From an optimization exercise on the open Yosys and OpenROAD flow, aimed at small area, a short achievable clock period and few clock cycles per item; shortcuts taken in it are not production practice.
Function was checked by simulation only, so behaviour that the tests miss may differ from the original.
Power figures rest on the tool's default switching activity, not on a simulated workload.

// filtcore
module filtcore (
    input  wire        clk,
    input  wire        rst,
    input  wire        cmd_valid,
    output wire        cmd_ready,
    input  wire [31:0] cmd_word,
    output wire        rsp_valid,
    input  wire        rsp_ready,
    output wire [31:0] rsp_word,
    output wire [1:0]  err_sticky
);
Size: ~2,800 cells after synthesis, roughly 190 flip-flops, about 72 I/O pins, roughly 21,000 um2 of cells after synthesis.
==> flow/config.mk <==
export PLATFORM = sky130hd
export DESIGN_NAME = filtcore
export DESIGN_NICKNAME = filtcore
export VERILOG_FILES = /design/flow/design.v
export SDC_FILE = /design/flow/constraint.sdc
export NUM_CORES = 4
export LEC_CHECK = 0
export ABC_AREA = 1
export CAP_MARGIN = 20
export CORE_MARGIN = 2
export CORE_UTILIZATION = 60
export PLACE_DENSITY = 0.7
export SLEW_MARGIN = 20
==> flow/constraint.sdc <==
create_clock -name core_clock -period 14.0 [get_ports {clk}]
set_input_delay 2.8000 -clock core_clock [delete_from_list [all_inputs] [get_ports {clk}]]
set_output_delay 2.8000 -clock core_clock [all_outputs]
set_load 0.01 [all_outputs]
standard.sh (not shown) runs the stock make flow with config.mk's settings and CLKGATE_MAP_FILE= SYNTH_SCRIPT=/design/flow/synth_recipe.tcl, a recipe that flattens the netlist after the stock synthesis.
==> flow/flow/run.sh <==
#!/bin/bash
set -euo pipefail
bash standard.sh SETUP_SLACK_MARGIN=7.6 finish > standard.log 2>&1
Testbench counts at the start, summed over its fixed seeds: cycles 16,024, items 16,000.
Rerun with:
--- a/flow/design.v
+++ b/flow/design.v
@@ -53,14 +53,13 @@
     wire [1:0]  co = cmd_word[17:16];
     wire [15:0] cd = cmd_word[15:0];
     wire cill = (cmd_word[31:20] != 12'd0) || (cu == 2'd3) ||
                 (co == 2'd3 && cd != 16'd0);
     wire p_go;
     wire a_rel;
-    reg rdy_x, rdy_y;
-    assign cmd_ready = !rst && (rdy_x || (rdy_y && rsp_ready));
+    assign cmd_ready = !rst && (!va || a_rel);
     wire accept = cmd_valid && cmd_ready;
     always @(posedge clk) begin
         if (rst)
             va <= 1'b0;
         else if (accept)
             va <= 1'b1;
@@ -73,24 +72,21 @@
     wire        big_new = new_al[15:7] != 9'd0;
     wire        big_c   = fw ? big_new : (cu[0] ? al_h[15:7] != 9'd0 : al_l[15:7] != 9'd0);
     wire        cfg_c   = fw || (cu[0] ? cfg_h : cfg_l);
     wire        slow_c  = !cill && !cu[1] && co == 2'd1 && cfg_c && big_c;
     wire [4:0]  cx_bits;
     bitwidth16 u_bw_x (.v(cd), .bits(cx_bits));
-    wire        ncoef = cu == 2'd2 && !co[0];
-    wire [4:0]  ck    = ncoef ? 5'd6 : 5'd10;
-    wire [3:0]  csa   = (cx_bits > ck) ? cx_bits - ck : 4'd0;
-    wire [15:0] cxs   = cd >> csa;
-    wire [2:0]  csi   = csa[2:0];
+    wire [2:0]  csi   = (cx_bits > 5'd10) ? cx_bits - 5'd10 : 3'd0;
+    wire [15:0] cxs   = cd >> csi;
     wire        cnorm = cu == 2'd2 && co == 2'd1;
     always @(posedge clk) begin
         if (accept) begin
             ua  <= cu;
             oa  <= co;
             ia  <= cill;
-            xa  <= cnorm ? {6'd0, cxs[9:0]} : ncoef ? {6'd0, csa, cxs[5:0]} : cd;
+            xa  <= cnorm ? {6'd0, cxs[9:0]} : cd;
             sia <= csi;
         end
     end
     always @(posedge clk) begin
         if (accept) begin
             k_hi  <= slow_c;
@@ -145,33 +141,37 @@
     always @* begin
         if (ia)                    pst = 2'd1;
         else if (is_proc && !cfg_s) pst = 2'd2;
         else                       pst = 2'd0;
     end
     assign new_al = xa + 16'd1;
-    assign cw = va && !ia && (is_init || is_setc);
+    wire [4:0]  raw_bits;
+    bitwidth16 u_bw_raw (.v(xa), .bits(raw_bits));
+    wire [3:0]  new_ash = (raw_bits > 5'd6) ? raw_bits - 5'd6 : 4'd0;
+    wire [15:0] raw_sh  = xa >> new_ash;
+    assign cw = p_go && !ia && (is_init || is_setc);
     always @(posedge clk) begin
         if (!rst && cw && ua == 2'd0) al_l <= new_al;
         if (!rst && cw && ua == 2'd1) al_h <= new_al;
         if (!rst && cw && ua == 2'd2) begin
-            al_n  <= xa[5:0];
-            ash_n <= xa[9:6];
+            al_n  <= raw_sh[5:0];
+            ash_n <= new_ash;
         end
     end
     always @(posedge clk) begin
         if (rst) begin
             cfg_l <= 1'b0;
             cfg_h <= 1'b0;
             cfg_n <= 1'b0;
             err_q <= 2'd0;
         end else begin
             if (cw && ua == 2'd0) cfg_l <= 1'b1;
             if (cw && ua == 2'd1) cfg_h <= 1'b1;
             if (cw && ua == 2'd2) cfg_n <= 1'b1;
-            if (va && pst == 2'd1) err_q[0] <= 1'b1;
-            if (va && pst == 2'd2) err_q[1] <= 1'b1;
+            if (p_go && pst == 2'd1) err_q[0] <= 1'b1;
+            if (p_go && pst == 2'd2) err_q[1] <= 1'b1;
         end
     end
     always @(posedge clk) begin
         if (rst)
             ve <= 1'b0;
         else if (en)
@@ -261,21 +261,12 @@
     always @(posedge clk) begin
         if (rst)
             rv <= 1'b0;
         else if (en)
             rv <= e_go && e_fin;
     end
-    wire va_n    = !rst && (accept || (va && !a_rel));
-    wire k_hi_n  = accept ? slow_c : (p_go ? 1'b0 : k_hi);
-    wire k_mid_n = accept ? 1'b0 : (p_go ? k_hi : k_mid);
-    wire rv_n    = !rst && (en ? (e_go && e_fin) : rv);
-    wire fin_n   = !k_hi_n && !k_mid_n;
-    always @(posedge clk) begin
-        rdy_x <= !va_n || (fin_n && !rv_n);
-        rdy_y <= fin_n;
-    end
     always @(posedge clk) begin
         if (e_go) begin
             rs  <= est;
             if (e_fin && !e_step)
                 rr <= 16'd0;
             else if (e_fin && e_n)
The new run completed with no timing, DRC or antenna violations.
Clock-buffer cell count stays the same.
Final area is higher by 0.32%.
Clock power is lower by about 2%.
Area after synthesis is higher by 1.2%.
Routed wire length is lower by 2.2%.
Worst setup slack got worse by 0.035 ns.
Sequential cell count is lower by 2.
Sequential power is higher by 3.2%.
Total power is higher by 8.2%.
Die area is higher by 1.2%.
Testbench counts after the change, summed over its fixed seeds: cycles 16,024, items 16,000.

==> re-timing with driven ports <==
No port has a modelled driver above. Below, the same layouts with a new extraction and two added sets of constraints.
Step 1 sets driving cells, clkbuf_16 on the clock port and buf_2 on the other inputs (assumed; they add their load-dependent delay and slew).
Step 2, shift: input delay + t, output delay - t, t = (earliest + latest rising clock arrival at the registers) / 2. This alone moves slack from input paths to output paths.
a / b / c = ideal / step 1 / step 2; a / b = the first two.
| run | t (ns) | setup WS [ns] | hold slack, ns | worst setup path at the end |
|---|---|---|---|---|
| the first run | 0.496 | 7.694 / 7.694 / 7.465 | 0.433 / 0.433 / 0.433 | input to register |
| the second run | 0.504 | 7.659 / 7.637 / 7.637 | 0.435 / 0.435 / 0.435 | input to output |
After both steps setup and hold are still met in every run listed. The setup slack of the first run, which loses most, moves by 0.000 ns with the drivers and by -0.229 ns with both steps.
